From an optimization exercise on the open Yosys and OpenROAD flow, aimed at small area, a short achievable clock period and few clock cycles; shortcuts taken in it are not production practice. Where RTL was checked, it was by simulation tests only, not by an equivalence proof against the original. Power is estimated from default activity; no workload was simulated.

==> trial 56 <==
## tis80_core
module tis80_core (
    input  wire        clk,
    input  wire        rst,
    output reg         mem_req,
    output reg         mem_we,
    output reg  [15:0] mem_addr,
    output reg  [7:0]  mem_wdata,
    input  wire        mem_ready,
    input  wire [7:0]  mem_rdata,
    output reg         step_done,
    output reg  [1:0]  step_outcome,
    output wire [16:0] pc_o,
    output wire [7:0]  acc_o,
    output wire [15:0] sp_o,
    output wire [2:0]  flags_o,
    output wire        halted_o,
    output wire        pmode_o,
    output wire        ie_o
);
make LEC_CHECK=0 ABC_AREA=1 CAP_MARGIN=20 CORE_MARGIN=2 CORE_UTILIZATION=60 PLACE_DENSITY=0.7 SETUP_SLACK_MARGIN=5 SLEW_MARGIN=20 finish   # period 10.0 ns
run.sh (not shown) runs the stock make flow with config.mk's settings and CLKGATE_MAP_FILE= SYNTH_SCRIPT=/design/flow/synth_recipe.tcl, a recipe that flattens the netlist after the stock synthesis.
==> trial 77: changes against trial 56 <==
--- a/flow/design.v
+++ b/flow/design.v
@@ -19,16 +19,18 @@
 );
     localparam OUT_CONTINUE = 2'd0, OUT_HALTED = 2'd1, OUT_OOB = 2'd2, OUT_UNKNOWN = 2'd3;
     localparam S_FETCH = 5'b00000,    
                S_OPER  = 5'b00001,    
                S_ALU   = 5'b00010,    
                S_PSR   = 5'b00011,    
                S_STOP  = 5'b00100,
                S_HANG  = 5'b00101,
+               S_DEC   = 5'b00110,    
+               S_AOVF  = 5'b00111,    
                S_RD    = 5'b01000,    
                S_PTRH  = 5'b01001,    
                S_PTRL  = 5'b01010,    
                S_VECH  = 5'b01011,    
                S_VECL  = 5'b01100,    
                S_WR    = 5'b01101,    
                S_WR1   = 5'b01110,    
                S_WR2   = 5'b01111,    
@@ -37,17 +39,18 @@
                S_RPCH  = 5'b10010,    
                S_RPCL  = 5'b10011,    
                S_PUSH  = 5'b10100,    
                S_CPCH  = 5'b10101,    
                S_CPCL  = 5'b10110,    
                S_CIT   = 5'b10111;    
     localparam T_NONE = 2'd0, T_LIVE = 2'd1, T_DEAD = 2'd2;
     localparam PC_HOLD = 3'd0, PC_INC1 = 3'd1, PC_INC2 = 3'd2, PC_JMP = 3'd3, PC_TGT = 3'd4;
-    localparam A_HOLD = 3'd0, A_SHL = 3'd1, A_SHR = 3'd2, A_NOT = 3'd3, A_ALU = 3'd4, A_RD = 3'd5;
+    localparam A_HOLD = 3'd0, A_SHL = 3'd1, A_SHR = 3'd2, A_NOT = 3'd3, A_ALU = 3'd4, A_RD = 3'd5,
+               A_ZERO = 3'd6;
     localparam SP_HOLD = 3'd0, SP_POP = 3'd1, SP_INC = 3'd2, SP_SA = 3'd3, SP_RET0 = 3'd4;
     localparam P_HOLD = 3'd0, P_SHIFT = 3'd1, P_INC = 3'd2, P_PAIR = 3'd3, P_VEC = 3'd4;
     localparam W_HOLD = 2'd0, W_REG = 2'd1, W_OB = 2'd2, W_OP0 = 2'd3;
     localparam K_PICK = 2'd0, K_HI = 2'd1, K_LO = 2'd2, K_CUR = 2'd3;
     reg [4:0]  state;
     reg [16:0] pc;
     reg [7:0]  acc;
     reg [7:0]  sp;           
@@ -58,17 +61,17 @@
     reg [1:0]  cnt;          
     reg [7:0]  op0;          
     reg [7:0]  wd;           
     reg [15:0] ptr;          
     reg        so_chk;       
     reg        pw_v;         
     reg [3:0]  pw_idx;
     reg [1:0]  tmode;
-    reg [8:0]  fbase;        
+    reg [9:0]  fbase;        
     reg [16:0] cm;
     reg        cur_acc;      
     reg        cur_v;        
     integer i;
     assign pc_o      = pc;
     assign acc_o     = acc;
     assign sp_o      = {8'h01, sp};
     assign flags_o   = flags;
@@ -88,64 +91,65 @@
             endcase
         end
     endfunction
     wire st_fetch = (state == S_FETCH);
     wire st_oper  = (state == S_OPER);
     wire in_call  = (state == S_CPCL) || (state == S_CIT);
     wire [7:0]  ob = (st_oper && pc[16]) ? 8'h00 : mem_rdata;
     wire [16:0] need     = ~cm;
-    wire [16:0] pk1h     = need & (~need + 17'd1);
-    wire        pick_any = |need;
-    wire        pk_acc   = pk1h[16];
-    reg  [3:0]  pk_x;        
-    always @(*) begin
-        pk_x = 4'd0;
-        for (i = 0; i < 16; i = i + 1)
-            if (pk1h[i]) pk_x = pk_x | i[3:0];
-    end
+    wire [15:0] need_x   = need[16:1];
+    wire [3:0]  nib_any  = {|need_x[15:12], |need_x[11:8], |need_x[7:4], |need_x[3:0]};
+    wire [1:0]  nib      = nib_any[0] ? 2'd0 : nib_any[1] ? 2'd1 : nib_any[2] ? 2'd2 : 2'd3;
+    wire [3:0]  nib_bits = need_x[{nib, 2'b00} +: 4];
+    wire [1:0]  nib_low  = nib_bits[0] ? 2'd0 : nib_bits[1] ? 2'd1 : nib_bits[2] ? 2'd2 : 2'd3;
+    wire [3:0]  pk_x     = {nib, nib_low};           
+    wire        pk_acc   = need[0];
+    wire        pick_any = pk_acc || (|nib_any);
+    wire [16:0] pk1h     = pk_acc ? 17'd1 : {({15'd0, |nib_any} << pk_x), 1'b0};
     wire        rs_acc  = st_fetch || (st_oper && opcode[2]) || (in_call && cur_acc);
     wire [7:0]  xr      = x[op0[3:0]];
     wire [7:0]  rsrc    = rs_acc ? acc : ((op0[7:4] == 4'd0) ? xr : 8'h00);
     wire [16:0] pc_inc1 = pc + 17'd1;
     wire        acc_z     = (acc == 8'h00);
     wire        jmp_taken = (opcode[2:0] == 3'd0) || (opcode[2:0] == 3'd1 && acc_z) ||
                             ((opcode[2:0] == 3'd2 || opcode[2:0] == 3'd3) && !acc_z);
     wire        jfg_taken = (op0 < 8'd3) && flags[op0[1:0]];
     wire [16:0] pc_inc2 = pc + 17'd2;
     wire [15:0] ptr_inc = ptr + 16'd1;
     wire        sp_full = (sp == 8'hFF);
     wire [7:0]  sp_inc  = sp + 8'd1;
     wire [7:0]  sp_pop  = (sp > 8'h04) ? sp - 8'd1 : sp;
     wire        alu_sub = opcode[1];                        
     wire        alu_as  = (opcode[3:2] == 2'b00);           
-    wire [7:0]  alu_b   = (alu_as && opcode[0]) ? op0 : rsrc;    
+    wire [7:0]  alu_b   = (alu_as && opcode[0])  ? op0 :          
+                          (op0[7:4] == 4'd0)     ? xr : 8'h00;
     wire [8:0]  alu_sum = {1'b0, acc} + {1'b0, alu_b ^ {8{alu_sub}}} + {8'd0, alu_sub};
     wire        alu_ovf = alu_sum[8] ^ alu_sub;
     reg  [7:0]  alu_out;
     always @(*) begin
         case (opcode[3:0])
             4'h6:    alu_out = acc & alu_b;
             4'h7:    alu_out = acc | alu_b;
             4'h8:    alu_out = acc ^ alu_b;
             4'h5:    alu_out = alu_b;                       
-            default: alu_out = alu_ovf ? 8'h00 : alu_sum[7:0];
+            default: alu_out = alu_sum[7:0];                 
         endcase
     end
     reg  [1:0]  k_sel;
     reg  [5:0]  sa_k;
     always @(*) begin
         case (k_sel)
             K_HI:    sa_k = -6'sd3;                         
             K_LO:    sa_k = -6'sd2;                         
             K_CUR:   sa_k = !cur_v ? 6'd16 : cur_acc ? -6'sd1 : {2'b00, op0[3:0]};
             default: sa_k = !pick_any ? -6'sd3 : pk_acc ? -6'sd1 : {2'b00, pk_x};
         endcase
     end
-    wire [9:0]  sa_sum  = {fbase[8], fbase} + {{4{sa_k[5]}}, sa_k};
+    wire [9:0]  sa_sum  = fbase + {{4{sa_k[5]}}, sa_k};
     wire        sa_low  = sa_sum[9] || (sa_sum[8:2] == 7'd0);
     wire [7:0]  sa      = sa_low ? 8'h04 : (sa_sum[8] ? 8'hFF : sa_sum[7:0]);
     wire [7:0]  sa_ret0 = (sp < 8'd21) ? 8'h04 : sp - 8'd17;
     always @(*) begin
         if (state[4]) begin
             mem_addr = {8'h01, sp};
             mem_req  = !(state[2] && sp_full);
             mem_we   = state[2];
@@ -208,18 +212,17 @@
         begin
             pc_sel  = PC_TGT;
             tmode_n = T_NONE;
             stack_overflow;
         end
     endtask
     task call_start;
         begin
-            fb_sel  = 2'd1;
-            cm_zero = !(tmode == T_DEAD && fbase == {1'b0, sp} + 9'd3);
+            cm_zero = !(tmode == T_DEAD && fbase == {2'b00, sp} + 10'd3);
             tmode_n = T_NONE;
             st_n    = S_CPCH;
         end
     endtask
     task call_next;
         begin
             sp_sel = SP_SA;
             k_sel  = K_CUR;
@@ -319,37 +322,17 @@
                     case (mem_rdata)
                         8'h14: begin wr_acc(A_SHL); finish(OUT_CONTINUE); end
                         8'h15: begin wr_acc(A_SHR); finish(OUT_CONTINUE); end
                         8'h19: begin wr_acc(A_NOT); finish(OUT_CONTINUE); end
                         8'h41: begin halted_n = 1'b1; finish(OUT_HALTED); end
                         8'h42: begin pmode_n = 1'b1; finish(OUT_CONTINUE); end
                         8'h43: begin ie_n    = 1'b1; finish(OUT_CONTINUE); end
                         8'h44: begin ie_n    = 1'b0; finish(OUT_CONTINUE); end
-                        8'h50: begin                                         
-                            tmode_n = T_NONE;
-                            if (sp_full) stack_overflow;
-                            else st_n = S_PUSH;
-                        end
-                        8'h51: begin                                         
-                            tmode_n = T_NONE;
-                            sp_sel  = SP_POP;
-                            st_n    = S_POP;
-                        end
-                        8'h55: begin                                         
-                            if (tmode == T_LIVE)
-                                ret_next;
-                            else begin
-                                fb_sel     = 2'd2;
-                                cm_one     = 1'b1;
-                                cur_acc_ld = 1'b1;
-                                sp_sel     = SP_RET0;
-                                st_n       = S_RIT;
-                            end
-                        end
+                        8'h50, 8'h51, 8'h55: st_n = S_DEC;
                         default: begin
                             if (!known_op(mem_rdata)) finish(OUT_UNKNOWN);
                             else st_n = S_OPER;
                         end
                     endcase
                 end
             end
             S_OPER: begin
@@ -442,25 +425,52 @@
                         8'h54: begin                                         
                             ptr_sel = P_SHIFT;
                             if (cnt[0]) call_start;
                         end
                         default: finish(OUT_CONTINUE);
                     endcase
                 end
             end
+            S_DEC: begin
+                case (opcode)
+                            8'h50: begin                                         
+                                tmode_n = T_NONE;
+                                if (sp_full) stack_overflow;
+                                else st_n = S_PUSH;
+                            end
+                            8'h51: begin                                         
+                                tmode_n = T_NONE;
+                                sp_sel  = SP_POP;
+                                st_n    = S_POP;
+                            end
+                            8'h55: begin                                         
+                                if (tmode == T_LIVE)
+                                    ret_next;
+                                else begin
+                                    fb_sel     = 2'd2;
+                                    cm_one     = 1'b1;
+                                    cur_acc_ld = 1'b1;
+                                    sp_sel     = SP_RET0;
+                                    st_n       = S_RIT;
+                                end
+                            end
+                    default: ;
+                endcase
+            end
             S_ALU: begin
                 wr_acc(A_ALU);
-                vid_sel = 2'd1;
-                ptr_sel = P_VEC;
-                if (alu_as && alu_ovf) begin
-                    flags_n[0] = 1'b1;
-                    dispatch(1'b0);
-                end else
-                    finish(OUT_CONTINUE);
+                if (alu_as && alu_ovf) st_n = S_AOVF;
+                else                   finish(OUT_CONTINUE);
+            end
+            S_AOVF: begin
+                wr_acc(A_ZERO);
+                flags_n[0] = 1'b1;
+                vid_sel    = 2'd1;
+                dispatch(1'b0);
             end
             S_RD: begin
                 wr_x;
                 finish(OUT_CONTINUE);
             end
             S_PTRH: begin
                 wd_sel  = W_OB;
                 ptr_sel = P_INC;
@@ -511,16 +521,17 @@
                 if (wd == 8'h00 && mem_rdata == 8'h00)
                     finish(OUT_CONTINUE);
                 else if (so_chk)
                     st_n = S_HANG;               
                 else
                     call_start;
             end
             S_CPCH: begin
+                fb_sel = 2'd1;
                 if (sp_full) call_overflow;
                 else begin
                     sp_sel = SP_INC;
                     cur_ld = 1'b1;
                     cm_set = 1'b1;
                     st_n   = S_CPCL;
                 end
             end
@@ -539,30 +550,30 @@
                 k_sel   = K_LO;
                 sp_sel  = SP_SA;
                 st_n    = S_RPCL;
             end
             S_RPCL: begin
                 pc_sel  = PC_JMP;
                 k_sel   = K_HI;
                 sp_sel  = SP_SA;
-                tmode_n = (fbase[8] || fbase[7:0] < 8'd7) ? T_NONE : T_DEAD;
+                tmode_n = (fbase[9] || fbase[8:0] < 9'd7) ? T_NONE : T_DEAD;
                 finish(OUT_CONTINUE);
             end
             default: ;                               
         endcase
     end
     wire        stall  = mem_req && !mem_ready;
     wire [6:0]  vid = (vid_sel == 2'd0) ? ob[6:0] : {5'd0, vid_sel};
     wire [3:0]  x_widx = pw_v ? pw_idx : op0[3:0];
     wire [7:0]  x_wd   = pw_v ? wd : mem_rdata;
     wire        ob_ok  = (ob[7:4] == 4'd0);
     wire [15:0] cm_clr_op0 = {15'd0, x_wr_instr} << op0[3:0];
     wire [15:0] cm_clr_ob  = {15'd0, pw_ld && ob_ok} << ob[3:0];
-    wire [16:0] cm_clr = {acc_wr_instr, cm_clr_op0 | cm_clr_ob};
+    wire [16:0] cm_clr = {cm_clr_op0 | cm_clr_ob, acc_wr_instr};
     always @(posedge clk) begin
         if (rst) begin
             state        <= S_FETCH;
             pc           <= 17'h00200;
             acc          <= 8'h00;
             sp           <= 8'h04;
             flags        <= 3'b000;
             halted       <= 1'b0;
@@ -592,16 +603,17 @@
                 default: ;
             endcase
             case (acc_sel)
                 A_SHL:   acc <= {acc[6:0], 1'b0};
                 A_SHR:   acc <= {1'b0, acc[7:1]};
                 A_NOT:   acc <= ~acc;
                 A_ALU:   acc <= alu_out;
                 A_RD:    acc <= mem_rdata;
+                A_ZERO:  acc <= 8'h00;
                 default: ;
             endcase
             case (sp_sel)
                 SP_POP:  sp <= sp_pop;
                 SP_INC:  sp <= sp_inc;
                 SP_SA:   sp <= sa;
                 SP_RET0: sp <= sa_ret0;
                 default: ;
@@ -623,21 +635,21 @@
             endcase
             pw_idx <= ob[3:0];
             if (op0_ld)      op0 <= ob;
             else if (cur_ld) op0 <= {4'd0, pk_x};
             if (opc_ld) opcode <= mem_rdata;
             if (cnt_zero)     cnt <= 2'd0;
             else if (cnt_inc) cnt <= cnt + 2'd1;
             case (fb_sel)
-                2'd1:    fbase <= {1'b0, sp} + 9'd3;
-                2'd2:    fbase <= {1'b0, sp} - 9'd16;
+                2'd1:    fbase <= {2'b00, sp} + 10'd3;
+                2'd2:    fbase <= {2'b00, sp} - 10'd16;
                 default: ;
             endcase
-            cm <= ((cm & ~cm_clr) & {17{~(cm_zero | cm_one)}}) | (cm_set ? pk1h : 17'd0) | {cm_one, 16'd0};
+            cm <= ((cm & ~cm_clr) & {17{~(cm_zero | cm_one)}}) | (cm_set ? pk1h : 17'd0) | {16'd0, cm_one};
             if (cur_ld) begin
                 cur_acc <= pk_acc;
                 cur_v   <= pick_any;
             end else if (cur_acc_ld)
                 cur_acc <= 1'b1;
         end
     end
     always @(posedge clk) begin
==> flow/flow/run.sh (new file) <==
#!/bin/bash
# The standard layout with two changes: the port buffers are buf_2 cells
# rather than the delay buffers buffer_ports picks on its own, and the timing
# repair aims further below the clock period. The make output is kept in
# standard.log; each ORFS step keeps its own log under orfs/logs/.
set -euo pipefail
bash standard.sh "BUFFER_PORTS_ARGS=-buffer_cell sky130_fd_sc_hd__buf_2" \
    SETUP_SLACK_MARGIN=6 finish > standard.log 2>&1
==> flow/standard.sh (new file) <==
#!/bin/bash
# synth_recipe.tcl (not shown) runs the flow's synth.tcl, then flattens the netlist and writes it again
# the make line also repeats each setting of config.mk as NAME=value (left out here)
make -C /OpenROAD-flow-scripts/flow DESIGN_CONFIG=/design/flow/config.mk WORK_HOME=/design/flow/orfs CLKGATE_MAP_FILE= SYNTH_SCRIPT=/design/flow/synth_recipe.tcl "${@:-finish}"
--- a/flow/config.mk
+++ b/flow/config.mk
@@ -5,10 +5,9 @@
 export SDC_FILE = /design/flow/constraint.sdc
 export NUM_CORES = 4
 export LEC_CHECK = 0
 export ABC_AREA = 1
 export CAP_MARGIN = 20
 export CORE_MARGIN = 2
 export CORE_UTILIZATION = 60
 export PLACE_DENSITY = 0.7
-export SETUP_SLACK_MARGIN = 5
 export SLEW_MARGIN = 20
removed: flow/run.sh
==> comparison <==
Trial 56 finished with timing, DRC and antenna clean. Trial 77 completed without violations.
Global-route usage: trial 56 is lower than trial 77 (1.0 points).
Against trial 56, the die area of trial 77 is larger by about 0.8%.
Clock skew: trial 77 is higher than trial 56 (0.0059 ns).
Against trial 56, the final cell count of trial 77 is larger by 2.1%.
Sequential power: trial 56 is higher than trial 77 (about 6%).
In trial 77 the clock-buffer cell count is lower than in trial 56, by 3.
==> figures <==
Result of the run: trial 77 complete, no violations; trial 56 complete, no violations
Number of instances in the synthesized netlist: trial 77 2430; trial 56 2416
Met1 track demand over resource: trial 77 0.558; trial 56 0.521
Worst reg2reg path endpoint: trial 77 sp[3]$_SDFFE_PP0P_; trial 56 state[1]$_SDFFE_PP0P_
Starting density of the core: trial 77 0.613; trial 56 0.611
Wire length on met2: trial 77 31300 um; trial 56 31200 um
Net count, final: trial 77 2621; trial 56 2559
Global routing usage on met2: trial 77 0.653; trial 56 0.688
Most numerous cell in the Yosys netlist: trial 77 nand2_1; trial 56 nor2_1
Critical path startpoint category: trial 77 flop; trial 56 input pin
Clock latency reported for the late side of the worst-skew pair: trial 77 0.59 ns; trial 56 0.56 ns
Portion of netlist area occupied by mux cells: trial 77 0.00308; trial 56 0
Tot Pwr: trial 77 5.11 mW; trial 56 5.51 mW
Layout buffering overhead excluding clock cells: trial 77 0.0595; trial 56 0.0577
Testbench counts of trial 77, summed over its fixed seeds: cycles 291,067.
Only the layout flow was run in trial 56; the RTL was not checked for function there.

[what the ideal ports hide]
The results above use ideal ports. As a check the final layouts listed here were re-extracted and re-timed, cells and wires unchanged. Step 1, drivers: a clkbuf_16 drives clk and a buf_2 each remaining input, both assumed. Step 2 also shifts input and output timing later by t, the mid clock arrival at the registers, as if the neighbouring blocks saw the same clock. Three values: ideal, step 1, step 2; two values: the first two.
run | shift t [ns] | slack for setup (ns) | worst setup path after step 2 | slew at the worst register clock pin (ns) | worst data-port slew with drivers (ns)
trial 56 | 0.611 | 5.127 / 5.152 / 4.546 | input to register | 0.07 / 0.07 | 0.03
trial 77 | 0.635 | 5.888 / 5.835 / 5.537 | input to register | 0.07 / 0.07 | 0.03
After both steps setup and hold are still met in every run listed. The setup slack of trial 56, which loses most, moves by +0.025 ns with the drivers and by -0.581 ns with both steps.
